Source: an optimization exercise on an open RTL-to-GDS flow (aim: small area, a short achievable clock period and few clock cycles). Production flows keep margins and buffers that such runs may drop.
Function was checked by simulation only, so behaviour that the tests miss may differ from the original.

==> flow/design.v (outline; a module is shown in full before it is edited, if it fits) <==
// module bn_resp: 52 lines
// module bluenumi_led: 1034 lines
module bluenumi_led (
    input  wire        clk,
    input  wire        rst,           
    input  wire        cmd_valid,
    output wire        cmd_ready,
    input  wire [63:0] cmd_word,
    input  wire [31:0] cmd_now,       
    output wire        rsp_valid,
    output wire [3:0]  rsp_status,
    output wire [31:0] led_level      
);
  // ...
==> flow/flow/run.sh <==
#!/bin/bash
# The standard layout (standard.sh) with two changes:
# - the buffers that buffer_ports puts on every input and output port are
#   sky130_fd_sc_hd__buf_1 cells instead of the tool's default pick
#   (clkdlybuf4s50_1, a delay cell);
# - after the standard synthesis, flow/fa_polarity.py removes inverters around
#   the full-adder cells (a full adder is self-dual, so each one may work on
#   complemented signals); the netlist computes the same function and keeps
#   every register, then the standard flow goes on from it.
# Logs: synth.log and standard.log (make's output), fa_polarity.log, and
# ORFS's own logs under orfs/logs.
set -euo pipefail
ARGS='BUFFER_PORTS_ARGS=-buffer_cell sky130_fd_sc_hd__buf_1'
R=orfs/results/${FLOW_PLATFORM:-sky130hd}/bluenumi_led/base
bash standard.sh "$ARGS" synth > synth.log 2>&1
python3 flow/fa_polarity.py "$R/1_2_yosys.v" > fa_polarity.log 2>&1
rm -f "$R/1_synth.odb" "$R/1_synth.sdc"
bash standard.sh "$ARGS" finish > standard.log 2>&1
==> flow/flow/fa_polarity.py <==
#!/usr/bin/env python3
"""Remove inverters around full-adder cells in a Yosys netlist.

A full adder is self-dual: FA(~a, ~b, ~c) = (~cout, ~sum). Yosys's adder
extraction often leaves inverters between full adders; this script chooses,
for every sky130 fa cell, whether it computes on true or on complemented
signals so that as few inverters as possible are needed, and rewrites the
netlist with that choice. Every other cell keeps the same logical inputs, so
the netlist computes the same function. Registers are not touched.

usage: fa_polarity.py NETLIST.v   (rewrites the file in place)
"""
import random
import re
import sys

OUT_PINS = {"X", "Y", "Q", "Q_N", "SUM", "COUT", "HI", "LO"}
INV_RE = re.compile(r"sky130_fd_sc_hd__(clk)?inv_\d+$")
FA_RE = re.compile(r"sky130_fd_sc_hd__fa_\d+$")

path = sys.argv[1]
text = open(path).read()

mstart = text.index("module ")
mend = text.rindex("endmodule")
body = text[mstart:mend]

# ports
ports = set()
for m in re.finditer(r"^\s*(input|output)\s+(\[[^\]]*\]\s*)?([^;]+);", body, re.M):
    for n in m.group(3).split(","):
        ports.add(n.strip())

def base(net):
    net = net.strip()
    if net.startswith("\\"):
        return net.split(" ")[0][1:].split("[")[0]
    return net.split("[")[0]

cell_re = re.compile(r"^(\s*)(sky130_fd_sc_hd__\w+)\s+(\S+)\s*\((.*?)\);\s*$", re.S | re.M)
cells = []
for m in cell_re.finditer(body):
    pins = []
    for pm in re.finditer(r"\.(\w+)\(([^()]*)\)", m.group(4)):
        pins.append([pm.group(1), pm.group(2).strip()])
    cells.append({"type": m.group(2), "name": m.group(3), "pins": pins,
                  "span": m.span(), "indent": m.group(1)})

assign_rhs = []
for m in re.finditer(r"^\s*assign\s+(.+?)\s*=\s*(.+?);", body, re.M):
    assign_rhs.append(m.group(2).strip())

driver = {}
for ci, c in enumerate(cells):
    for p, n in c["pins"]:
        if p in OUT_PINS:
            driver[n] = (ci, p)

def is_inv(c):
    return bool(INV_RE.match(c["type"]))

def is_fa(c):
    return bool(FA_RE.match(c["type"]))

def root(net):
    """(root net, parity) through inverter chains."""
    par = 0
    seen = 0
    while net in driver and is_inv(cells[driver[net][0]]) and seen < 100:
        c = cells[driver[net][0]]
        net = dict(c["pins"])["A"]
        par ^= 1
        seen += 1
    return net, par

# consumers: (cell index or None, pin index or None, root, parity)
consumers = {}
fixed_roots = set()
for ci, c in enumerate(cells):
    if is_inv(c):
        y = dict(c["pins"])["Y"]
        if base(y) in ports:
            r, _ = root(y)
            fixed_roots.add(r)
        continue
    for pi, (p, n) in enumerate(c["pins"]):
        if p in OUT_PINS:
            continue
        r, par = root(n)
        consumers.setdefault(r, []).append((ci, pi, par))
for n in assign_rhs:
    r, _ = root(n)
    fixed_roots.add(r)
# an inverter output used by anything we do not rewrite keeps its tree as is
inv_outs = {dict(c["pins"])["Y"] for c in cells if is_inv(c)}
for n in assign_rhs:
    if n in inv_outs:
        fixed_roots.add(root(n)[0])

roots = [r for r in consumers if r not in fixed_roots]
fa_cells = [ci for ci, c in enumerate(cells) if is_fa(c)]
fa_out_roots = {}
for ci in fa_cells:
    for p, n in cells[ci]["pins"]:
        if p in OUT_PINS:
            fa_out_roots.setdefault(ci, []).append(n)
# an fa whose output tree is fixed may not flip
frozen = {ci for ci in fa_cells if any(n in fixed_roots or base(n) in ports for n in fa_out_roots[ci])}

def root_cost(r, flip):
    d = driver.get(r)
    avail = flip.get(d[0], 0) if d is not None else 0
    need_inv = False
    for ci, pi, par in consumers[r]:
        q = par ^ (flip.get(ci, 0) if is_fa(cells[ci]) else 0)
        if q != avail:
            need_inv = True
            break
    return 1 if need_inv else 0

def total(flip):
    return sum(root_cost(r, flip) for r in roots)

# roots each fa touches
touch = {ci: set() for ci in fa_cells}
for r in roots:
    d = driver.get(r)
    if d is not None and d[0] in touch:
        touch[d[0]].add(r)
    for ci, pi, par in consumers[r]:
        if ci in touch:
            touch[ci].add(r)

orig_invs = sum(1 for c in cells if is_inv(c))
best = {}
best_cost = total(best)
start_cost = best_cost
rng = random.Random(1)
movable = [ci for ci in fa_cells if ci not in frozen]
for restart in range(30):
    flip = {} if restart == 0 else {ci: rng.randint(0, 1) for ci in movable}
    improved = True
    while improved:
        improved = False
        order = movable[:]
        rng.shuffle(order)
        for ci in order:
            before = sum(root_cost(r, flip) for r in touch[ci])
            flip[ci] = flip.get(ci, 0) ^ 1
            after = sum(root_cost(r, flip) for r in touch[ci])
            if after < before:
                improved = True
            else:
                flip[ci] ^= 1
    cost = total(flip)
    if cost < best_cost:
        best_cost, best = cost, dict(flip)

# inverters outside the rewritten trees stay
keep_inv = set()
rewritten = set(roots)
for ci, c in enumerate(cells):
    if is_inv(c):
        r, _ = root(dict(c["pins"])["Y"])
        if r not in rewritten:
            keep_inv.add(ci)

# the outputs of a flipped fa carry complemented values: give them new names
rename = {}
for ci in fa_cells:
    if best.get(ci, 0):
        for n in fa_out_roots[ci]:
            if n.startswith("\\"):
                rename[n] = n + "_n"
            elif re.match(r"^[A-Za-z_][A-Za-z0-9_$]*$", n):
                rename[n] = n + "n"

def emit(net):
    net = rename.get(net, net)
    # an escaped identifier ends at white space
    return net + " " if net.startswith("\\") else net

# rebuild
new_cells = []
new_wires = []
pin_net = {}
k = 0
for r in roots:
    d = driver.get(r)
    avail = best.get(d[0], 0) if d is not None else 0
    inv_net = None
    for ci, pi, par in consumers[r]:
        q = par ^ (best.get(ci, 0) if is_fa(cells[ci]) else 0)
        if q == avail:
            pin_net[(ci, pi)] = r
        else:
            if inv_net is None:
                k += 1
                inv_net = f"_polinv{k}_"
                new_wires.append(inv_net)
                new_cells.append(f"  sky130_fd_sc_hd__inv_1 _polinv{k}_cell_ (\n    .A({emit(r)}),\n    .Y({inv_net})\n  );\n")
            pin_net[(ci, pi)] = inv_net

out = []
pos = 0
for ci, c in enumerate(cells):
    s, e = c["span"]
    out.append(body[pos:s])
    pos = e
    if is_inv(c) and ci not in keep_inv:
        continue
    pins = []
    for pi, (p, n) in enumerate(c["pins"]):
        pins.append(f"    .{p}({emit(pin_net.get((ci, pi), n))})")
    out.append(f"{c['indent']}{c['type']} {c['name']} (\n" + ",\n".join(pins) + "\n  );")
out.append(body[pos:])
new_body = "".join(out)
decl = "".join(f"  wire {emit(w)};\n" for w in new_wires) + "".join(f"  wire {w}{' ' if w.startswith(chr(92)) else ''};\n" for w in sorted(rename.values()))
new_body = new_body.rstrip() + "\n" + decl + "".join(new_cells)
open(path, "w").write(text[:mstart] + new_body + "\n" + text[mend:])
print(f"fa cells {len(fa_cells)} (frozen {len(frozen)}), flipped {sum(best.values())}; "
      f"inverters {orig_invs} -> {len(keep_inv) + k} (rewritten trees: {start_cost} -> {best_cost})")
==> flow/standard.sh <==
#!/bin/bash
# synth_recipe.tcl (not shown) runs the flow's synth.tcl, then flattens the netlist and writes it again
# the make line also repeats each setting of config.mk as NAME=value (left out here)
make -C /OpenROAD-flow-scripts/flow DESIGN_CONFIG=/design/flow/config.mk WORK_HOME=/design/flow/orfs CLKGATE_MAP_FILE= SYNTH_SCRIPT=/design/flow/synth_recipe.tcl "${@:-finish}"
==> flow/config.mk <==
export PLATFORM = sky130hd
export DESIGN_NAME = bluenumi_led
export DESIGN_NICKNAME = bluenumi_led
export VERILOG_FILES = /design/flow/design.v
export SDC_FILE = /design/flow/constraint.sdc
export NUM_CORES = 4
export LEC_CHECK = 0
export ABC_AREA = 1
export CAP_MARGIN = 20
export CORE_MARGIN = 2
export CORE_UTILIZATION = 45
export PLACE_DENSITY = 0.6
export SLEW_MARGIN = 20
export SYNTH_HIERARCHICAL = 1
export SYNTH_MEMORY_MAX_BITS = 131072
==> flow/constraint.sdc <==
create_clock -name core_clock -period 30.0 [get_ports {clk}]
set_input_delay 6.0000 -clock core_clock [delete_from_list [all_inputs] [get_ports {clk}]]
set_output_delay 6.0000 -clock core_clock [all_outputs]
set_load 0.01 [all_outputs]
==> run notes, run 1 <==
Post-Layout Cell Count 1,480; Worst-Margin Slew 1.032 ns; GR Util met2 45.60%; Mapped Area 7684 µm²; Mean Syn Cell Area 6.764 µm²; commonest non-fill, non-tap cell in the layout nand2_1; unrepaired setup endpoints after global routing no; well tap count 220; dpl cell area 8349 µm²; Chip Width 134.7 µm; first-pass GRT wire length 39,020 µm; Leading cell kind multi-input gates; max reg flops 32; CP Depth 9; multi-input combinational area share 67.81%; max-cap viol count 0; most flop-heavy register lvl; Core ar. 16,640 µm²; Nets 1,447; gr ovfl total 0; Initial DRC Count 661; io pins 137; utilization after layout 51.09%; initial antenna violation count 0; die height 134.7 µm; RR Endpoint lvl[0][5]$_DFF_P_; status complete, no violations; delay-heaviest family, CP simple AND/OR/NAND/NOR gates; Cells after DPL 1,472; Worst Skew 0.01057 ns; crit path time final 13.03 ns; DR pass1 iterations 5; Row Count 47; DR DRC count 0
Testbench counts, summed over its fixed seeds: cycles 37,036.
==> run 2: changes to the inputs <==
--- a/flow/design.v
+++ b/flow/design.v
@@ -712,328 +712,303 @@
     assign sin_n417 = ~sin_n77 & ~sin_n416;
     assign sin_n418 = sin_n291 & sin_n417;
     assign sin_n419 = ~sin_a[9] & ~sin_n418;
     assign sin_n420 = ~sin_n414 & sin_n419;
     assign sin_n421 = sin_a[7] & ~sin_n420;
     assign sin_n422 = ~sin_n396 & sin_n421;
     assign s_q[0] = sin_n371 | sin_n422;
     wire cos_n19, cos_n20, cos_n21, cos_n22, cos_n23, cos_n24, cos_n25,
-    cos_n26, cos_n27, cos_n28, cos_n29, cos_n30, cos_n31, cos_n32, cos_n33,
-    cos_n34, cos_n35, cos_n36, cos_n37, cos_n38, cos_n39, cos_n40, cos_n41,
-    cos_n42, cos_n43, cos_n44, cos_n45, cos_n46, cos_n47, cos_n48, cos_n49,
-    cos_n50, cos_n51, cos_n52, cos_n53, cos_n54, cos_n55, cos_n56, cos_n57,
-    cos_n58, cos_n59, cos_n60, cos_n61, cos_n62, cos_n63, cos_n64, cos_n65,
-    cos_n66, cos_n67, cos_n68, cos_n69, cos_n70, cos_n71, cos_n72, cos_n73,
-    cos_n74, cos_n75, cos_n76, cos_n77, cos_n78, cos_n79, cos_n80, cos_n81,
-    cos_n82, cos_n83, cos_n84, cos_n85, cos_n86, cos_n87, cos_n88, cos_n89,
-    cos_n90, cos_n91, cos_n92, cos_n93, cos_n94, cos_n95, cos_n96, cos_n97,
-    cos_n98, cos_n99, cos_n100, cos_n101, cos_n102, cos_n103, cos_n104,
-    cos_n105, cos_n106, cos_n107, cos_n108, cos_n109, cos_n110, cos_n111,
-    cos_n112, cos_n113, cos_n114, cos_n115, cos_n116, cos_n117, cos_n118,
-    cos_n119, cos_n120, cos_n121, cos_n122, cos_n123, cos_n124, cos_n125,
-    cos_n126, cos_n127, cos_n128, cos_n129, cos_n131, cos_n133, cos_n134,
+    cos_n26, cos_n29, cos_n30, cos_n31, cos_n32, cos_n33, cos_n34, cos_n35,
+    cos_n36, cos_n37, cos_n38, cos_n39, cos_n40, cos_n41, cos_n42, cos_n43,
+    cos_n44, cos_n45, cos_n46, cos_n47, cos_n48, cos_n49, cos_n50, cos_n51,
+    cos_n52, cos_n53, cos_n54, cos_n55, cos_n56, cos_n57, cos_n58, cos_n59,
+    cos_n60, cos_n61, cos_n62, cos_n63, cos_n64, cos_n65, cos_n66, cos_n67,
+    cos_n68, cos_n69, cos_n70, cos_n71, cos_n72, cos_n73, cos_n74, cos_n75,
+    cos_n76, cos_n77, cos_n78, cos_n79, cos_n80, cos_n81, cos_n82, cos_n83,
+    cos_n84, cos_n85, cos_n86, cos_n87, cos_n88, cos_n89, cos_n90, cos_n91,
+    cos_n92, cos_n93, cos_n94, cos_n95, cos_n96, cos_n97, cos_n98, cos_n99,
+    cos_n100, cos_n101, cos_n102, cos_n103, cos_n104, cos_n105, cos_n106,
+    cos_n107, cos_n108, cos_n109, cos_n110, cos_n111, cos_n112, cos_n113,
+    cos_n114, cos_n115, cos_n116, cos_n117, cos_n118, cos_n119, cos_n120,
+    cos_n121, cos_n122, cos_n123, cos_n124, cos_n125, cos_n126, cos_n127,
+    cos_n128, cos_n129, cos_n130, cos_n131, cos_n132, cos_n133, cos_n134,
     cos_n135, cos_n136, cos_n137, cos_n138, cos_n139, cos_n140, cos_n141,
     cos_n142, cos_n143, cos_n144, cos_n145, cos_n146, cos_n147, cos_n148,
     cos_n149, cos_n150, cos_n151, cos_n152, cos_n153, cos_n154, cos_n155,
     cos_n156, cos_n157, cos_n158, cos_n159, cos_n160, cos_n161, cos_n162,
     cos_n163, cos_n164, cos_n165, cos_n166, cos_n167, cos_n168, cos_n169,
-    cos_n170, cos_n171, cos_n173, cos_n175, cos_n176, cos_n177, cos_n178,
-    cos_n179, cos_n180, cos_n181, cos_n182, cos_n183, cos_n185, cos_n186,
-    cos_n187, cos_n188, cos_n189, cos_n190, cos_n191, cos_n192, cos_n193,
-    cos_n194, cos_n195, cos_n196, cos_n197, cos_n198, cos_n199, cos_n200,
-    cos_n202, cos_n203, cos_n204, cos_n205, cos_n206, cos_n207, cos_n208,
-    cos_n209, cos_n210, cos_n211, cos_n212, cos_n213, cos_n214, cos_n215,
-    cos_n216, cos_n217, cos_n218, cos_n219, cos_n220, cos_n221, cos_n222,
-    cos_n223, cos_n224, cos_n225, cos_n226, cos_n227, cos_n228, cos_n229,
-    cos_n230, cos_n231, cos_n232, cos_n233, cos_n234, cos_n235, cos_n236,
-    cos_n237, cos_n238, cos_n239, cos_n240, cos_n241, cos_n242, cos_n243,
-    cos_n244, cos_n246, cos_n247, cos_n248, cos_n249, cos_n250, cos_n251,
+    cos_n170, cos_n171, cos_n172, cos_n173, cos_n174, cos_n175, cos_n176,
+    cos_n177, cos_n178, cos_n179, cos_n180, cos_n181, cos_n182, cos_n183,
+    cos_n184, cos_n185, cos_n186, cos_n187, cos_n188, cos_n189, cos_n190,
+    cos_n191, cos_n192, cos_n193, cos_n194, cos_n195, cos_n197, cos_n198,
+    cos_n199, cos_n200, cos_n201, cos_n202, cos_n204, cos_n205, cos_n207,
+    cos_n208, cos_n209, cos_n210, cos_n212, cos_n213, cos_n215, cos_n216,
+    cos_n217, cos_n218, cos_n219, cos_n220, cos_n221, cos_n222, cos_n223,
+    cos_n224, cos_n225, cos_n226, cos_n227, cos_n228, cos_n229, cos_n230,
+    cos_n231, cos_n232, cos_n233, cos_n234, cos_n235, cos_n236, cos_n237,
+    cos_n238, cos_n239, cos_n240, cos_n241, cos_n242, cos_n243, cos_n244,
+    cos_n245, cos_n246, cos_n247, cos_n248, cos_n249, cos_n250, cos_n251,
     cos_n252, cos_n253, cos_n254, cos_n255, cos_n256, cos_n257, cos_n258,
     cos_n259, cos_n260, cos_n261, cos_n262, cos_n263, cos_n264, cos_n265,
-    cos_n266, cos_n267, cos_n268, cos_n269, cos_n270, cos_n271, cos_n272,
-    cos_n273, cos_n274, cos_n275, cos_n276, cos_n277, cos_n278, cos_n279,
-    cos_n280, cos_n281, cos_n282, cos_n283, cos_n284, cos_n285, cos_n286,
-    cos_n287, cos_n288, cos_n289, cos_n290, cos_n291, cos_n292, cos_n293;
-    assign cos_n19 = ~cos_a[4] & ~cos_a[3];
-    assign cos_n20 = cos_a[2] & cos_a[1];
-    assign cos_n21 = cos_a[0] & cos_n20;
-    assign cos_n22 = cos_n19 & ~cos_n21;
-    assign cos_n23 = cos_a[5] & ~cos_a[4];
-    assign cos_n24 = ~cos_a[5] & cos_a[4];
-    assign cos_n25 = ~cos_n23 & ~cos_n24;
-    assign cos_n26 = ~cos_a[5] & ~cos_a[3];
-    assign cos_n27 = ~cos_n20 & cos_n26;
-    assign cos_n28 = ~cos_n25 & ~cos_n27;
-    assign cos_n29 = ~cos_a[2] & ~cos_a[1];
-    assign cos_n30 = cos_a[3] & ~cos_n29;
-    assign cos_n31 = ~cos_a[6] & ~cos_n30;
-    assign cos_n32 = ~cos_n28 & ~cos_n31;
-    assign cos_n33 = cos_n22 & cos_n32;
-    assign cos_n34 = ~cos_a[8] & ~cos_n33;
-    assign cos_n35 = cos_a[2] & cos_a[0];
-    assign cos_n36 = ~cos_a[4] & cos_a[3];
-    assign cos_n37 = cos_n35 & ~cos_n36;
-    assign cos_n38 = ~cos_n20 & ~cos_n37;
-    assign cos_n39 = ~cos_a[0] & cos_n29;
-    assign cos_n40 = cos_n28 & ~cos_n39;
-    assign cos_n41 = cos_n38 & cos_n40;
-    assign cos_n42 = cos_a[1] & cos_a[0];
-    assign cos_n43 = ~cos_a[2] & ~cos_n42;
-    assign cos_n44 = ~cos_a[5] & cos_a[3];
+    cos_n266, cos_n267, cos_n268, cos_n269, cos_n270, cos_n271;
+    assign cos_n19 = ~cos_a[1] & ~cos_a[0];
+    assign cos_n20 = cos_a[2] & ~cos_n19;
+    assign cos_n21 = ~cos_a[3] & ~cos_n20;
+    assign cos_n22 = cos_a[5] & cos_a[4];
+    assign cos_n23 = ~cos_n21 & cos_n22;
+    assign cos_n24 = cos_a[8] & cos_a[6];
+    assign cos_n25 = cos_a[7] & cos_n24;
+    assign cos_n26 = cos_n23 & cos_n25;
+    assign c_q[7] = ~cos_a[9] & ~cos_n26;
+    assign c_q[6] = ~cos_a[9] & ~cos_n25;
+    assign cos_n29 = ~cos_a[7] & cos_a[6];
+    assign cos_n30 = cos_a[6] & ~cos_n23;
+    assign cos_n31 = cos_a[7] & ~cos_n30;
+    assign cos_n32 = cos_a[2] & cos_a[1];
+    assign cos_n33 = cos_a[0] & cos_n32;
+    assign cos_n34 = ~cos_a[6] & ~cos_n33;
+    assign cos_n35 = ~cos_a[2] & ~cos_a[1];
+    assign cos_n36 = ~cos_a[0] & cos_n35;
+    assign cos_n37 = ~cos_n34 & ~cos_n36;
+    assign cos_n38 = cos_n23 & ~cos_n37;
+    assign cos_n39 = cos_a[1] & cos_a[0];
+    assign cos_n40 = cos_n20 & ~cos_n34;
+    assign cos_n41 = cos_a[4] & ~cos_n40;
+    assign cos_n42 = cos_n32 & ~cos_n41;
+    assign cos_n43 = cos_a[4] & ~cos_a[2];
+    assign cos_n44 = ~cos_a[5] & ~cos_n35;
     assign cos_n45 = ~cos_n43 & cos_n44;
-    assign cos_n46 = ~cos_n41 & cos_n45;
-    assign cos_n47 = ~cos_a[3] & ~cos_a[2];
-    assign cos_n48 = cos_n24 & ~cos_n47;
-    assign cos_n49 = cos_a[4] & ~cos_n48;
-    assign cos_n50 = ~cos_a[3] & ~cos_n35;
-    assign cos_n51 = cos_n49 & cos_n50;
-    assign cos_n52 = cos_a[5] & ~cos_a[3];
-    assign cos_n53 = ~cos_n20 & cos_n52;
-    assign cos_n54 = ~cos_n51 & ~cos_n53;
-    assign cos_n55 = ~cos_n46 & cos_n54;
-    assign cos_n56 = cos_n20 & cos_n36;
-    assign cos_n57 = ~cos_a[1] & cos_n47;
-    assign cos_n58 = ~cos_n56 & ~cos_n57;
-    assign cos_n59 = cos_n55 & cos_n58;
-    assign cos_n60 = cos_a[4] & ~cos_n43;
-    assign cos_n61 = cos_a[4] & cos_a[3];
-    assign cos_n62 = ~cos_a[5] & ~cos_n61;
-    assign cos_n63 = ~cos_n60 & cos_n62;
-    assign cos_n64 = cos_n29 & ~cos_n63;
-    assign cos_n65 = ~cos_n41 & cos_n64;
-    assign cos_n66 = cos_a[7] & cos_a[6];
-    assign cos_n67 = ~cos_n65 & cos_n66;
-    assign cos_n68 = ~cos_a[6] & ~cos_a[3];
-    assign cos_n69 = ~cos_n67 & ~cos_n68;
-    assign cos_n70 = ~cos_n59 & cos_n69;
-    assign cos_n71 = cos_a[4] & ~cos_n70;
-    assign cos_n72 = ~cos_a[4] & cos_n70;
-    assign cos_n73 = cos_a[7] & ~cos_n72;
-    assign cos_n74 = ~cos_n71 & cos_n73;
-    assign cos_n75 = cos_a[6] & cos_a[3];
-    assign cos_n76 = ~cos_n68 & ~cos_n75;
-    assign cos_n77 = cos_a[4] & ~cos_n39;
-    assign cos_n78 = ~cos_n76 & cos_n77;
-    assign cos_n79 = cos_a[7] & ~cos_n29;
-    assign cos_n80 = cos_a[6] & ~cos_a[4];
-    assign cos_n81 = ~cos_a[7] & ~cos_n80;
-    assign cos_n82 = ~cos_a[3] & ~cos_n81;
-    assign cos_n83 = ~cos_n79 & ~cos_n82;
-    assign cos_n84 = ~cos_n78 & cos_n83;
-    assign cos_n85 = cos_a[5] & cos_n84;
-    assign cos_n86 = ~cos_n63 & ~cos_n85;
-    assign cos_n87 = cos_a[6] & ~cos_n86;
-    assign cos_n88 = cos_a[5] & cos_n29;
-    assign cos_n89 = cos_n36 & cos_n88;
-    assign cos_n90 = ~cos_a[7] & ~cos_n89;
-    assign cos_n91 = ~cos_n87 & cos_n90;
-    assign cos_n92 = cos_a[5] & ~cos_n19;
-    assign cos_n93 = cos_n91 & ~cos_n92;
-    assign cos_n94 = ~cos_n91 & cos_n92;
-    assign cos_n95 = ~cos_n93 & ~cos_n94;
-    assign cos_n96 = ~cos_n74 & cos_n95;
-    assign cos_n97 = ~cos_n34 & ~cos_n96;
-    assign cos_n98 = ~cos_a[5] & ~cos_a[4];
-    assign cos_n99 = ~cos_a[3] & cos_n98;
-    assign cos_n100 = ~cos_a[7] & cos_a[6];
-    assign cos_n101 = ~cos_n99 & cos_n100;
-    assign cos_n102 = cos_a[6] & ~cos_n98;
-    assign cos_n103 = ~cos_n43 & cos_n102;
-    assign cos_n104 = cos_n22 & ~cos_n103;
-    assign cos_n105 = cos_a[7] & ~cos_n104;
-    assign cos_n106 = cos_a[5] & cos_n105;
-    assign cos_n107 = ~cos_n101 & ~cos_n106;
-    assign cos_n108 = ~cos_n97 & cos_n107;
-    assign cos_n109 = ~cos_a[8] & ~cos_n108;
-    assign cos_n110 = ~cos_n92 & cos_n101;
-    assign cos_n111 = ~cos_a[5] & ~cos_a[2];
-    assign cos_n112 = ~cos_n52 & ~cos_n111;
-    assign cos_n113 = cos_n25 & cos_n112;
-    assign cos_n114 = cos_n38 & ~cos_n113;
-    assign cos_n115 = ~cos_a[3] & cos_a[1];
-    assign cos_n116 = cos_a[6] & ~cos_n115;
-    assign cos_n117 = ~cos_n114 & ~cos_n116;
-    assign cos_n118 = cos_a[3] & ~cos_a[2];
-    assign cos_n119 = ~cos_n44 & ~cos_n52;
-    assign cos_n120 = ~cos_n118 & cos_n119;
-    assign cos_n121 = ~cos_n117 & cos_n120;
-    assign cos_n122 = cos_a[4] & ~cos_n121;
-    assign cos_n123 = cos_n105 & ~cos_n122;
-    assign cos_n124 = ~cos_n110 & ~cos_n123;
-    assign cos_n125 = ~cos_a[8] & cos_n124;
-    assign cos_n126 = cos_n49 & ~cos_n114;
-    assign cos_n127 = cos_n66 & cos_n126;
-    assign cos_n128 = ~cos_n125 & cos_n127;
-    assign cos_n129 = ~cos_n109 & cos_n128;
-    assign c_q[7] = ~cos_a[9] & ~cos_n129;
-    assign cos_n131 = cos_a[8] & cos_n66;
-    assign c_q[6] = ~cos_a[9] & ~cos_n131;
-    assign cos_n133 = ~cos_a[9] & ~cos_a[8];
-    assign cos_n134 = cos_a[5] & ~cos_n60;
-    assign cos_n135 = cos_a[7] & ~cos_a[6];
-    assign cos_n136 = cos_n21 & cos_n61;
-    assign cos_n137 = cos_n135 & ~cos_n136;
-    assign cos_n138 = ~cos_n134 & cos_n137;
-    assign cos_n139 = ~cos_n19 & cos_n138;
-    assign cos_n140 = cos_a[8] & ~cos_n139;
-    assign cos_n141 = ~cos_n33 & ~cos_n126;
-    assign cos_n142 = cos_a[7] & ~cos_n141;
-    assign cos_n143 = cos_a[4] & cos_n30;
-    assign cos_n144 = ~cos_a[5] & ~cos_n100;
-    assign cos_n145 = ~cos_n143 & cos_n144;
-    assign cos_n146 = ~cos_n135 & ~cos_n145;
-    assign cos_n147 = cos_a[7] & cos_n120;
-    assign cos_n148 = ~cos_n32 & ~cos_n147;
-    assign cos_n149 = cos_n146 & cos_n148;
-    assign cos_n150 = ~cos_n142 & ~cos_n149;
-    assign cos_n151 = cos_n140 & cos_n150;
-    assign cos_n152 = cos_a[8] & cos_n135;
-    assign cos_n153 = cos_a[5] & cos_n152;
-    assign cos_n154 = ~cos_n151 & cos_n153;
-    assign cos_n155 = ~cos_a[5] & cos_n151;
-    assign cos_n156 = ~cos_a[8] & ~cos_a[7];
-    assign cos_n157 = cos_a[8] & cos_a[7];
-    assign cos_n158 = cos_a[6] & ~cos_n157;
-    assign cos_n159 = ~cos_n156 & cos_n158;
-    assign cos_n160 = ~cos_n155 & cos_n159;
-    assign cos_n161 = ~cos_n154 & ~cos_n160;
-    assign cos_n162 = ~cos_n97 & cos_n161;
-    assign cos_n163 = cos_a[6] & ~cos_n126;
-    assign cos_n164 = cos_n161 & ~cos_n163;
-    assign cos_n165 = cos_n97 & ~cos_n164;
-    assign cos_n166 = ~cos_n162 & ~cos_n165;
-    assign cos_n167 = ~cos_a[7] & cos_n166;
-    assign cos_n168 = ~cos_n66 & ~cos_n167;
-    assign cos_n169 = cos_a[6] & cos_n166;
-    assign cos_n170 = ~cos_a[9] & ~cos_n169;
-    assign cos_n171 = ~cos_n168 & cos_n170;
-    assign c_q[5] = cos_n133 | cos_n171;
-    assign cos_n173 = ~cos_a[9] & ~cos_n152;
-    assign c_q[4] = ~cos_n166 & cos_n173;
-    assign cos_n175 = ~cos_a[9] & ~cos_n97;
-    assign cos_n176 = ~cos_a[9] & ~cos_n98;
-    assign cos_n177 = cos_n157 & ~cos_n176;
-    assign cos_n178 = ~cos_n175 & ~cos_n177;
-    assign cos_n179 = ~cos_a[8] & cos_a[7];
-    assign cos_n180 = cos_a[9] & cos_n99;
+    assign cos_n46 = ~cos_n42 & ~cos_n45;
+    assign cos_n47 = ~cos_a[6] & ~cos_n46;
+    assign cos_n48 = cos_a[4] & ~cos_a[3];
+    assign cos_n49 = ~cos_a[5] & ~cos_a[4];
+    assign cos_n50 = cos_n19 & ~cos_n49;
+    assign cos_n51 = ~cos_n48 & cos_n50;
+    assign cos_n52 = ~cos_n22 & ~cos_n51;
+    assign cos_n53 = cos_a[5] & cos_a[3];
+    assign cos_n54 = ~cos_a[1] & cos_n53;
+    assign cos_n55 = cos_n52 & ~cos_n54;
+    assign cos_n56 = ~cos_a[2] & ~cos_n39;
+    assign cos_n57 = cos_n55 & ~cos_n56;
+    assign cos_n58 = cos_n47 & cos_n57;
+    assign cos_n59 = cos_a[3] & ~cos_n58;
+    assign cos_n60 = cos_n47 & ~cos_n59;
+    assign cos_n61 = cos_a[2] & ~cos_n50;
+    assign cos_n62 = cos_n55 & cos_n61;
+    assign cos_n63 = cos_n30 & ~cos_n62;
+    assign cos_n64 = ~cos_n60 & ~cos_n63;
+    assign cos_n65 = cos_n39 & ~cos_n64;
+    assign cos_n66 = ~cos_a[5] & ~cos_a[2];
+    assign cos_n67 = cos_n48 & cos_n66;
+    assign cos_n68 = ~cos_n65 & cos_n67;
+    assign cos_n69 = ~cos_n38 & ~cos_n68;
+    assign cos_n70 = cos_a[6] & cos_n32;
+    assign cos_n71 = cos_a[5] & ~cos_n70;
+    assign cos_n72 = cos_a[3] & ~cos_n35;
+    assign cos_n73 = cos_a[6] & cos_a[3];
+    assign cos_n74 = ~cos_n72 & ~cos_n73;
+    assign cos_n75 = cos_n71 & cos_n74;
+    assign cos_n76 = ~cos_a[4] & ~cos_n75;
+    assign cos_n77 = cos_n22 & cos_n74;
+    assign cos_n78 = cos_a[8] & ~cos_n77;
+    assign cos_n79 = ~cos_n76 & cos_n78;
+    assign cos_n80 = cos_n69 & cos_n79;
+    assign cos_n81 = ~cos_a[9] & ~cos_n80;
+    assign cos_n82 = cos_a[6] & cos_n81;
+    assign cos_n83 = ~cos_a[7] & ~cos_n82;
+    assign cos_n84 = cos_a[6] & cos_n23;
+    assign cos_n85 = cos_a[6] & cos_a[5];
+    assign cos_n86 = ~cos_n56 & cos_n85;
+    assign cos_n87 = ~cos_a[6] & ~cos_a[5];
+    assign cos_n88 = ~cos_a[3] & ~cos_n87;
+    assign cos_n89 = ~cos_n33 & cos_n88;
+    assign cos_n90 = ~cos_n86 & cos_n89;
+    assign cos_n91 = ~cos_a[4] & ~cos_n90;
+    assign cos_n92 = cos_n32 & cos_n48;
+    assign cos_n93 = cos_a[3] & cos_n43;
+    assign cos_n94 = ~cos_n92 & ~cos_n93;
+    assign cos_n95 = cos_a[7] & cos_n94;
+    assign cos_n96 = ~cos_n48 & cos_n95;
+    assign cos_n97 = ~cos_n91 & cos_n96;
+    assign cos_n98 = cos_a[4] & cos_n72;
+    assign cos_n99 = ~cos_a[5] & ~cos_n98;
+    assign cos_n100 = cos_n29 & ~cos_n94;
+    assign cos_n101 = cos_n99 & ~cos_n100;
+    assign cos_n102 = cos_n97 & cos_n101;
+    assign cos_n103 = ~cos_a[4] & ~cos_a[3];
+    assign cos_n104 = ~cos_a[7] & ~cos_n103;
+    assign cos_n105 = ~cos_a[5] & ~cos_n104;
+    assign cos_n106 = ~cos_n97 & ~cos_n105;
+    assign cos_n107 = ~cos_a[6] & cos_n22;
+    assign cos_n108 = ~cos_a[8] & ~cos_n107;
+    assign cos_n109 = ~cos_n106 & cos_n108;
+    assign cos_n110 = ~cos_n83 & ~cos_n109;
+    assign cos_n111 = ~cos_n102 & ~cos_n110;
+    assign cos_n112 = ~cos_n24 & ~cos_n81;
+    assign cos_n113 = cos_n111 & ~cos_n112;
+    assign cos_n114 = cos_a[6] & cos_n35;
+    assign cos_n115 = ~cos_n52 & cos_n114;
+    assign cos_n116 = ~cos_a[3] & ~cos_n115;
+    assign cos_n117 = ~cos_n59 & ~cos_n116;
+    assign cos_n118 = ~cos_a[4] & cos_n117;
+    assign cos_n119 = cos_a[4] & ~cos_n117;
+    assign cos_n120 = ~cos_a[9] & cos_a[8];
+    assign cos_n121 = cos_a[7] & cos_n120;
+    assign cos_n122 = ~cos_n119 & cos_n121;
+    assign cos_n123 = ~cos_n118 & cos_n122;
+    assign cos_n124 = ~cos_n113 & ~cos_n123;
+    assign cos_n125 = cos_n84 & ~cos_n124;
+    assign cos_n126 = ~cos_n53 & ~cos_n111;
+    assign cos_n127 = cos_a[2] & cos_a[0];
+    assign cos_n128 = cos_n41 & cos_n127;
+    assign cos_n129 = cos_n95 & ~cos_n128;
+    assign cos_n130 = ~cos_n126 & ~cos_n129;
+    assign cos_n131 = ~cos_a[9] & ~cos_a[8];
+    assign cos_n132 = cos_a[4] & cos_n85;
+    assign cos_n133 = cos_n131 & ~cos_n132;
+    assign cos_n134 = ~cos_n97 & cos_n133;
+    assign cos_n135 = ~cos_n130 & cos_n134;
+    assign cos_n136 = cos_a[7] & cos_a[6];
+    assign cos_n137 = cos_a[3] & cos_n37;
+    assign cos_n138 = cos_n49 & ~cos_n137;
+    assign cos_n139 = cos_n136 & cos_n138;
+    assign cos_n140 = ~cos_a[3] & cos_n36;
+    assign cos_n141 = cos_n107 & ~cos_n140;
+    assign cos_n142 = ~cos_a[9] & ~cos_n141;
+    assign cos_n143 = ~cos_n139 & ~cos_n142;
+    assign cos_n144 = cos_n136 & cos_n143;
+    assign cos_n145 = ~cos_a[5] & ~cos_n36;
+    assign cos_n146 = ~cos_n74 & ~cos_n145;
+    assign cos_n147 = ~cos_a[3] & ~cos_n71;
+    assign cos_n148 = ~cos_n146 & ~cos_n147;
+    assign cos_n149 = cos_n41 & ~cos_n85;
+    assign cos_n150 = cos_n148 & ~cos_n149;
+    assign cos_n151 = cos_n69 & ~cos_n150;
+    assign cos_n152 = cos_a[7] & ~cos_n115;
+    assign cos_n153 = ~cos_n84 & ~cos_n152;
+    assign cos_n154 = cos_n151 & cos_n153;
+    assign cos_n155 = ~cos_n47 & ~cos_n84;
+    assign cos_n156 = ~cos_a[3] & ~cos_n155;
+    assign cos_n157 = ~cos_n59 & cos_n152;
+    assign cos_n158 = ~cos_n156 & cos_n157;
+    assign cos_n159 = ~cos_a[9] & ~cos_n158;
+    assign cos_n160 = ~cos_n154 & cos_n159;
+    assign cos_n161 = cos_a[8] & ~cos_n160;
+    assign cos_n162 = ~cos_n144 & ~cos_n161;
+    assign cos_n163 = ~cos_n135 & cos_n162;
+    assign cos_n164 = ~cos_n125 & cos_n163;
+    assign cos_n165 = ~cos_a[3] & cos_n56;
+    assign cos_n166 = cos_a[7] & cos_n107;
+    assign cos_n167 = ~cos_n165 & cos_n166;
+    assign cos_n168 = cos_a[9] & cos_a[8];
+    assign cos_n169 = ~cos_n167 & cos_n168;
+    assign cos_n170 = cos_a[4] & cos_n137;
+    assign cos_n171 = ~cos_n103 & ~cos_n170;
+    assign cos_n172 = cos_a[7] & cos_n87;
+    assign cos_n173 = cos_n171 & cos_n172;
+    assign cos_n174 = cos_n169 & ~cos_n173;
+    assign cos_n175 = cos_n99 & cos_n174;
+    assign cos_n176 = ~cos_n29 & cos_n169;
+    assign cos_n177 = ~cos_n175 & cos_n176;
+    assign cos_n178 = ~cos_n164 & ~cos_n177;
+    assign cos_n179 = cos_a[7] & ~cos_n178;
+    assign cos_n180 = ~cos_n87 & cos_n178;
     assign cos_n181 = ~cos_n179 & ~cos_n180;
-    assign cos_n182 = ~cos_a[6] & ~cos_n181;
-    assign cos_n183 = ~cos_n128 & ~cos_n182;
-    assign c_q[3] = ~cos_n178 & cos_n183;
-    assign cos_n185 = cos_n109 & ~cos_n128;
-    assign cos_n186 = ~cos_n138 & ~cos_n146;
-    assign cos_n187 = cos_n140 & ~cos_n186;
-    assign cos_n188 = cos_a[9] & ~cos_n187;
-    assign cos_n189 = cos_a[6] & ~cos_n20;
-    assign cos_n190 = cos_a[5] & cos_n19;
-    assign cos_n191 = ~cos_n189 & cos_n190;
-    assign cos_n192 = ~cos_n48 & ~cos_n136;
-    assign cos_n193 = ~cos_a[6] & ~cos_n192;
-    assign cos_n194 = ~cos_n191 & ~cos_n193;
-    assign cos_n195 = cos_n91 & cos_n194;
-    assign cos_n196 = ~cos_a[9] & cos_a[8];
-    assign cos_n197 = ~cos_n195 & cos_n196;
-    assign cos_n198 = ~cos_n74 & cos_n197;
-    assign cos_n199 = ~cos_n188 & ~cos_n198;
-    assign cos_n200 = ~cos_n129 & cos_n199;
-    assign c_q[2] = ~cos_n185 & cos_n200;
-    assign cos_n202 = cos_n39 & cos_n98;
-    assign cos_n203 = ~cos_n99 & ~cos_n202;
-    assign cos_n204 = ~cos_n161 & cos_n203;
-    assign cos_n205 = cos_n140 & cos_n145;
-    assign cos_n206 = ~cos_n204 & ~cos_n205;
-    assign cos_n207 = cos_a[9] & ~cos_n206;
-    assign cos_n208 = ~cos_a[6] & ~cos_n59;
-    assign cos_n209 = ~cos_n167 & cos_n208;
-    assign cos_n210 = cos_n32 & ~cos_n91;
-    assign cos_n211 = ~cos_n32 & ~cos_n55;
-    assign cos_n212 = ~cos_n210 & ~cos_n211;
-    assign cos_n213 = ~cos_n202 & ~cos_n212;
-    assign cos_n214 = cos_a[6] & ~cos_n67;
-    assign cos_n215 = ~cos_n213 & cos_n214;
-    assign cos_n216 = cos_n23 & cos_n30;
-    assign cos_n217 = cos_a[8] & ~cos_n99;
-    assign cos_n218 = ~cos_n216 & cos_n217;
-    assign cos_n219 = ~cos_n193 & cos_n218;
-    assign cos_n220 = ~cos_n157 & ~cos_n219;
-    assign cos_n221 = ~cos_a[3] & ~cos_n126;
-    assign cos_n222 = cos_n67 & cos_n221;
-    assign cos_n223 = ~cos_n220 & ~cos_n222;
-    assign cos_n224 = ~cos_n215 & cos_n223;
-    assign cos_n225 = ~cos_n209 & cos_n224;
-    assign cos_n226 = ~cos_a[3] & cos_n135;
-    assign cos_n227 = cos_n25 & cos_n226;
-    assign cos_n228 = cos_n125 & ~cos_n227;
-    assign cos_n229 = cos_n19 & ~cos_n43;
-    assign cos_n230 = ~cos_n41 & cos_n229;
-    assign cos_n231 = ~cos_n21 & ~cos_n143;
-    assign cos_n232 = cos_n21 & ~cos_n36;
-    assign cos_n233 = ~cos_n231 & ~cos_n232;
-    assign cos_n234 = ~cos_a[6] & ~cos_n233;
-    assign cos_n235 = cos_n51 & cos_n114;
-    assign cos_n236 = ~cos_a[5] & cos_n56;
-    assign cos_n237 = cos_n90 & ~cos_n236;
-    assign cos_n238 = ~cos_n235 & cos_n237;
-    assign cos_n239 = cos_n234 & cos_n238;
+    assign cos_n182 = cos_n84 & ~cos_n181;
+    assign cos_n183 = ~cos_n83 & ~cos_n182;
+    assign cos_n184 = cos_n103 & cos_n115;
+    assign cos_n185 = ~cos_a[9] & cos_a[5];
+    assign cos_n186 = ~cos_n184 & cos_n185;
+    assign cos_n187 = cos_a[8] & ~cos_n186;
+    assign cos_n188 = ~cos_n183 & cos_n187;
+    assign cos_n189 = ~cos_n81 & cos_n181;
+    assign cos_n190 = ~cos_n83 & ~cos_n187;
+    assign cos_n191 = ~cos_n189 & ~cos_n190;
+    assign cos_n192 = ~cos_n188 & cos_n191;
+    assign cos_n193 = cos_n97 & ~cos_n148;
+    assign cos_n194 = cos_a[6] & cos_n131;
+    assign cos_n195 = ~cos_n193 & cos_n194;
+    assign c_q[3] = cos_n192 | cos_n195;
+    assign cos_n197 = cos_a[7] & c_q[3];
+    assign cos_n198 = ~cos_n133 & ~c_q[3];
+    assign cos_n199 = ~cos_n197 & ~cos_n198;
+    assign cos_n200 = ~cos_n31 & ~cos_n199;
+    assign cos_n201 = ~cos_n29 & cos_n200;
+    assign cos_n202 = cos_a[8] & ~cos_n201;
+    assign c_q[5] = ~cos_a[9] & ~cos_n202;
+    assign cos_n204 = cos_a[6] & cos_n120;
+    assign cos_n205 = ~cos_n199 & ~cos_n204;
+    assign c_q[4] = ~cos_n182 & ~cos_n205;
+    assign cos_n207 = cos_n175 & ~cos_n200;
+    assign cos_n208 = ~cos_n99 & cos_n174;
+    assign cos_n209 = cos_n200 & cos_n208;
+    assign cos_n210 = cos_n124 & ~cos_n209;
+    assign c_q[2] = cos_n207 | ~cos_n210;
+    assign cos_n212 = cos_a[9] & cos_n29;
+    assign cos_n213 = cos_n101 & cos_n212;
+    assign c_q[1] = cos_n178 & ~cos_n213;
+    assign cos_n215 = ~cos_n32 & cos_n49;
+    assign cos_n216 = cos_a[6] & ~cos_n215;
+    assign cos_n217 = cos_n59 & ~cos_n216;
+    assign cos_n218 = ~cos_a[9] & cos_n132;
+    assign cos_n219 = cos_n129 & cos_n218;
+    assign cos_n220 = ~cos_n23 & ~cos_n129;
+    assign cos_n221 = cos_a[5] & ~cos_n73;
+    assign cos_n222 = cos_n72 & ~cos_n221;
+    assign cos_n223 = cos_n91 & ~cos_n222;
+    assign cos_n224 = ~cos_n220 & ~cos_n223;
+    assign cos_n225 = ~cos_n219 & cos_n224;
+    assign cos_n226 = ~cos_n217 & cos_n225;
+    assign cos_n227 = ~cos_n112 & cos_n226;
+    assign cos_n228 = cos_a[2] & cos_n227;
+    assign cos_n229 = cos_a[5] & ~cos_a[4];
+    assign cos_n230 = ~cos_n228 & cos_n229;
+    assign cos_n231 = cos_n29 & ~cos_n171;
+    assign cos_n232 = cos_n31 & ~cos_n138;
+    assign cos_n233 = cos_n143 & ~cos_n232;
+    assign cos_n234 = ~cos_n231 & ~cos_n233;
+    assign cos_n235 = ~cos_n35 & cos_n53;
+    assign cos_n236 = ~cos_n85 & ~cos_n235;
+    assign cos_n237 = ~cos_n101 & cos_n236;
+    assign cos_n238 = cos_n174 & ~cos_n237;
+    assign cos_n239 = ~cos_n234 & cos_n238;
     assign cos_n240 = ~cos_n230 & cos_n239;
-    assign cos_n241 = ~cos_n55 & cos_n240;
-    assign cos_n242 = ~cos_a[9] & ~cos_n241;
-    assign cos_n243 = ~cos_n228 & cos_n242;
-    assign cos_n244 = ~cos_n225 & cos_n243;
-    assign c_q[1] = cos_n207 | cos_n244;
-    assign cos_n246 = ~cos_n126 & cos_n204;
-    assign cos_n247 = cos_n98 & cos_n234;
-    assign cos_n248 = cos_n179 & ~cos_n247;
-    assign cos_n249 = ~cos_n246 & cos_n248;
-    assign cos_n250 = cos_a[9] & ~cos_n249;
-    assign cos_n251 = cos_a[5] & ~cos_n42;
-    assign cos_n252 = cos_a[6] & cos_n25;
-    assign cos_n253 = ~cos_n251 & ~cos_n252;
-    assign cos_n254 = ~cos_a[2] & ~cos_n253;
-    assign cos_n255 = ~cos_n212 & ~cos_n254;
-    assign cos_n256 = cos_n115 & cos_n255;
-    assign cos_n257 = cos_n75 & ~cos_n255;
-    assign cos_n258 = ~cos_n68 & cos_n106;
-    assign cos_n259 = ~cos_n257 & cos_n258;
-    assign cos_n260 = ~cos_n256 & cos_n259;
-    assign cos_n261 = cos_n74 & ~cos_n124;
-    assign cos_n262 = ~cos_a[5] & ~cos_n80;
-    assign cos_n263 = cos_n124 & cos_n262;
-    assign cos_n264 = ~cos_n261 & ~cos_n263;
-    assign cos_n265 = ~cos_a[1] & ~cos_n102;
-    assign cos_n266 = cos_a[3] & ~cos_n111;
-    assign cos_n267 = ~cos_n265 & cos_n266;
-    assign cos_n268 = ~cos_n264 & ~cos_n267;
-    assign cos_n269 = cos_n84 & ~cos_n126;
-    assign cos_n270 = cos_n133 & ~cos_n269;
-    assign cos_n271 = ~cos_n268 & cos_n270;
-    assign cos_n272 = ~cos_n260 & cos_n271;
-    assign cos_n273 = ~cos_n250 & ~cos_n272;
-    assign cos_n274 = ~cos_n151 & ~cos_n273;
-    assign cos_n275 = ~cos_n45 & cos_n255;
-    assign cos_n276 = cos_n36 & cos_n43;
-    assign cos_n277 = ~cos_n79 & cos_n276;
-    assign cos_n278 = cos_n41 & ~cos_n277;
-    assign cos_n279 = cos_n20 & ~cos_n24;
-    assign cos_n280 = ~cos_n23 & cos_n39;
-    assign cos_n281 = ~cos_n279 & ~cos_n280;
-    assign cos_n282 = cos_a[3] & ~cos_n281;
-    assign cos_n283 = cos_n100 & ~cos_n282;
-    assign cos_n284 = ~cos_n29 & ~cos_n232;
-    assign cos_n285 = cos_n98 & ~cos_n284;
-    assign cos_n286 = cos_n135 & ~cos_n285;
-    assign cos_n287 = ~cos_n283 & ~cos_n286;
-    assign cos_n288 = ~cos_n278 & ~cos_n287;
-    assign cos_n289 = ~cos_n275 & cos_n288;
-    assign cos_n290 = cos_n67 & cos_n114;
-    assign cos_n291 = cos_n196 & ~cos_n240;
-    assign cos_n292 = ~cos_n290 & cos_n291;
-    assign cos_n293 = ~cos_n289 & cos_n292;
-    assign c_q[0] = ~cos_n274 & ~cos_n293;
+    assign cos_n241 = ~cos_a[6] & cos_n56;
+    assign cos_n242 = ~cos_n55 & cos_n241;
+    assign cos_n243 = cos_n64 & ~cos_n242;
+    assign cos_n244 = cos_n152 & ~cos_n243;
+    assign cos_n245 = cos_n21 & ~cos_n37;
+    assign cos_n246 = cos_n148 & ~cos_n245;
+    assign cos_n247 = ~cos_n65 & ~cos_n246;
+    assign cos_n248 = ~cos_a[5] & ~cos_n32;
+    assign cos_n249 = ~cos_a[4] & ~cos_n248;
+    assign cos_n250 = cos_a[2] & cos_n85;
+    assign cos_n251 = ~cos_n249 & ~cos_n250;
+    assign cos_n252 = ~cos_n245 & cos_n251;
+    assign cos_n253 = ~cos_n247 & ~cos_n252;
+    assign cos_n254 = ~cos_n69 & cos_n247;
+    assign cos_n255 = ~cos_n253 & ~cos_n254;
+    assign cos_n256 = cos_n244 & cos_n255;
+    assign cos_n257 = ~cos_n71 & ~cos_n74;
+    assign cos_n258 = ~cos_a[4] & cos_a[2];
+    assign cos_n259 = ~cos_n221 & cos_n258;
+    assign cos_n260 = ~cos_n77 & ~cos_n259;
+    assign cos_n261 = ~cos_n257 & cos_n260;
+    assign cos_n262 = cos_n151 & ~cos_n261;
+    assign cos_n263 = ~cos_n256 & cos_n262;
+    assign cos_n264 = ~cos_a[7] & cos_n255;
+    assign cos_n265 = ~cos_n244 & ~cos_n264;
+    assign cos_n266 = cos_n120 & ~cos_n265;
+    assign cos_n267 = ~cos_n263 & cos_n266;
+    assign cos_n268 = cos_a[8] & ~cos_n174;
+    assign cos_n269 = cos_n234 & ~cos_n268;
+    assign cos_n270 = ~cos_n227 & cos_n269;
+    assign cos_n271 = ~cos_n267 & ~cos_n270;
+    assign c_q[0] = cos_n240 | ~cos_n271;
     wire       eval  = busy & upd_q;
     wire       zap   = busy & ~upd_q & ~rnz_q;
     wire [1:0] r_ch  [0:3];
     wire [3:0] wr_ch;
     genvar k;
     generate
         for (k = 0; k < 4; k = k + 1) begin : g_ch
             wire [1:0] kk = led_pattern ? k : 2'd0;
==> run 2 against run 1 <==
Net effect: synthesized area is 3.9% lower; largest cell class unchanged; final cell count is 6.6% lower; core utilization is 0.51 points higher; fmax hardly changed; clock skew is 0.0015 ns higher; routed wire length is 6.7% lower; critical endpoint unchanged.
==> run notes, run 2 <==
initial core utilization 46.30%; utilization after layout 51.60% (+0.51 points); WL/cell 16.14 µm; clock tree buffer depth 2; commonest non-fill, non-tap cell in the layout nand2_1; vias per std cell 5.490; hold buffers post-CTS 0; maximum clock frequency 76.72 MHz; syn nets 1,227; Post-CTS Resized 0; Worst Skew 0.01204 ns (+0.001471 ns); number of global-route vias before repair 7,400; die area 17,450 µm²; Final Slew Violations 0; Post-CTS Setup Bufs 0; crit path time final 13.04 ns (+0.009100 ns); FF-to-FF setup slack 23.52 ns; layout cells sized above 1 9.863%; DR pass1 iterations 6 (+1); startpoint type of the worst setup path input port; Total Wirelength 22,310 µm; Crit Path Class input port to output pin; CP arrival 7.04 ns; io pins 137 (unchanged); Final ANT Viol Nets 0; clk sinks 53; clock root buffer clkbuf_16; Worst-Margin Slew 1.069 ns (+0.03779 ns); Reg clk slew, reported paths 0.07 ns; gr ovfl total 0 (unchanged); final instance area 8227 µm²; Mapped Area 7382 µm² (-3.9%); DR DRC count 0 (unchanged); hold crit path type flip-flop to flip-flop; Rel. slew slack 27.80%; most frequent cells in the layout 266 x nand2_1, 135 x buf_1, 132 x inv_1; maximum number of pins on one net before global-route repair 22; CTS Buf Count 5; IO Port Bufs 135; DPL Wire Length 17,920 µm; max-cap viol count 0 (unchanged); Chip Width 132.1 µm (-1.9%); area grow syn2layout 11.44%; Finish-stage setup viols 0; H-tree level count 2; critical path peak fanout 5; total number of yosys warnings 8; initial antenna violation count 0 (unchanged); max reg flops 32 (unchanged); status complete, no violations; Nets 1,351 (-6.6%); diode count 0; biggest regs lvl x32, s2_q x8, a_q x3; gr usage total 26.29%; Core ar. 15,940 µm² (-4.2%); most flop-heavy register lvl; CP Capture Type output pin; Vias 7,587; Routability Congestion 0.9487; Mean Syn Cell Area 7.091 µm² (+4.8%); first-pass GRT wire length 37,320 µm (-4.3%); Row Count 46 (-2.1%); fin crit share 43.45%; unrepaired setup endpoints after global routing no; clock latency (worst-skew pair) 0.31 ns; Gate Count Post-Synth 1,041; dpl cell area 8074 µm² (-3.3%); CTS tree done; post-route setup TNS 0 ns; CP required 24.00 ns; Initial DRC Count 582 (-12%); die height 132.1 µm (-1.9%); final hold vios 0; Fillers 1,653
[run 2: per-stage QoR]
stage / setup WS [ns] / std cells / hold WS [ns]
6_report: 16.97 / 1382 / 0.4695
2_1_floorplan: 17.24 / 1041 / 0.4284
5_1_grt: 16.56 / 1382 / 0.5000
4_1_cts: 16.96 / 1382 / 0.4730
3_5_place_dp: 16.97 / 1374 / 0.4588
3_3_place_gp: 16.99 / 1374 / 0.4495
[run 2: final cells by class]
cell class | count | area [µm²] | share of cell area, %
clock buffer | 5 | 125.1 | 1.521
clock inverter | 3 | 25.02 | 0.3042
tap | 216 | 270.3 | 3.285
timing repair buffer | 140 | 544.3 | 6.616
multi-input combinational | 833 | 5555 | 67.53
inverter | 132 | 495.5 | 6.023
sequential | 53 | 1211 | 14.72
[run 2: final timing paths]
path	from	to	cells past startpoint
max	cmd_word[63]	rsp_status[2]	9
min	led_paused$_SDFFE_PP0P_	led_paused$_SDFFE_PP0P_	2
max reg2reg	s2_q[0]$_DFFE_PP_	lvl[0][1]$_DFF_P_	30
min reg2reg	led_paused$_SDFFE_PP0P_	led_paused$_SDFFE_PP0P_	2
[run 2: per-layer routing]
| layer | vias up | GRT usage [%] | part of all wire, % |
|---|---|---|---|
| li1 | 3675 | - | - |
| met1 | 3512 | 35.51 | 43 |
| met2 | 341 | 42.68 | 46 |
| met3 | 59 | 3.729 | 7.5 |
| met4 | 0 | 10.14 | 3.4 |
| met5 | - | 0 | 0 |
[run 2: worst max-delay path, cell delays in order]
cell	delay [ns]
buf_1	0.09
inv_1	0.08
nand2_2	0.06
nor2_4	0.17
nand3_2	0.12
inv_1	0.09
o21ai_1	0.09
nor3_2	0.16
buf_1	0.18
Testbench counts of run 2, summed over its fixed seeds: cycles 37,036.

==> separate check: timing with driven ports <==
Ports are ideal in the flow. The routed layouts listed here were re-timed in OpenROAD.
Step 1 assumes that a clkbuf_16 drives the clock port and a buf_2 every other input.
Step 2 adds t to the input delays and takes it off the output delays; t is the mean of the earliest and latest rising clock arrival at the registers after step 1. Input paths then give back, and output paths get back, about the clock's delay inside the block.
Slacks: ideal ports / drivers / drivers and shift; pairs: ideal ports / drivers.
| run | shift t [ns] | setup slack, ns | worst hold slack (ns) | clock arrival spread, ns |
|---|---|---|---|---|
| run 1 | 0.345 | 16.974 / 16.952 / 16.952 | 0.476 / 0.476 / 0.476 | 0.011 / 0.011 |
| run 2 | 0.344 | 16.965 / 16.938 / 16.938 | 0.470 / 0.470 / 0.470 | 0.012 / 0.012 |
After both steps every run listed still meets setup and hold. The setup slack of run 2, which loses most, moves by -0.027 ns with the drivers and by -0.027 ns with both steps.
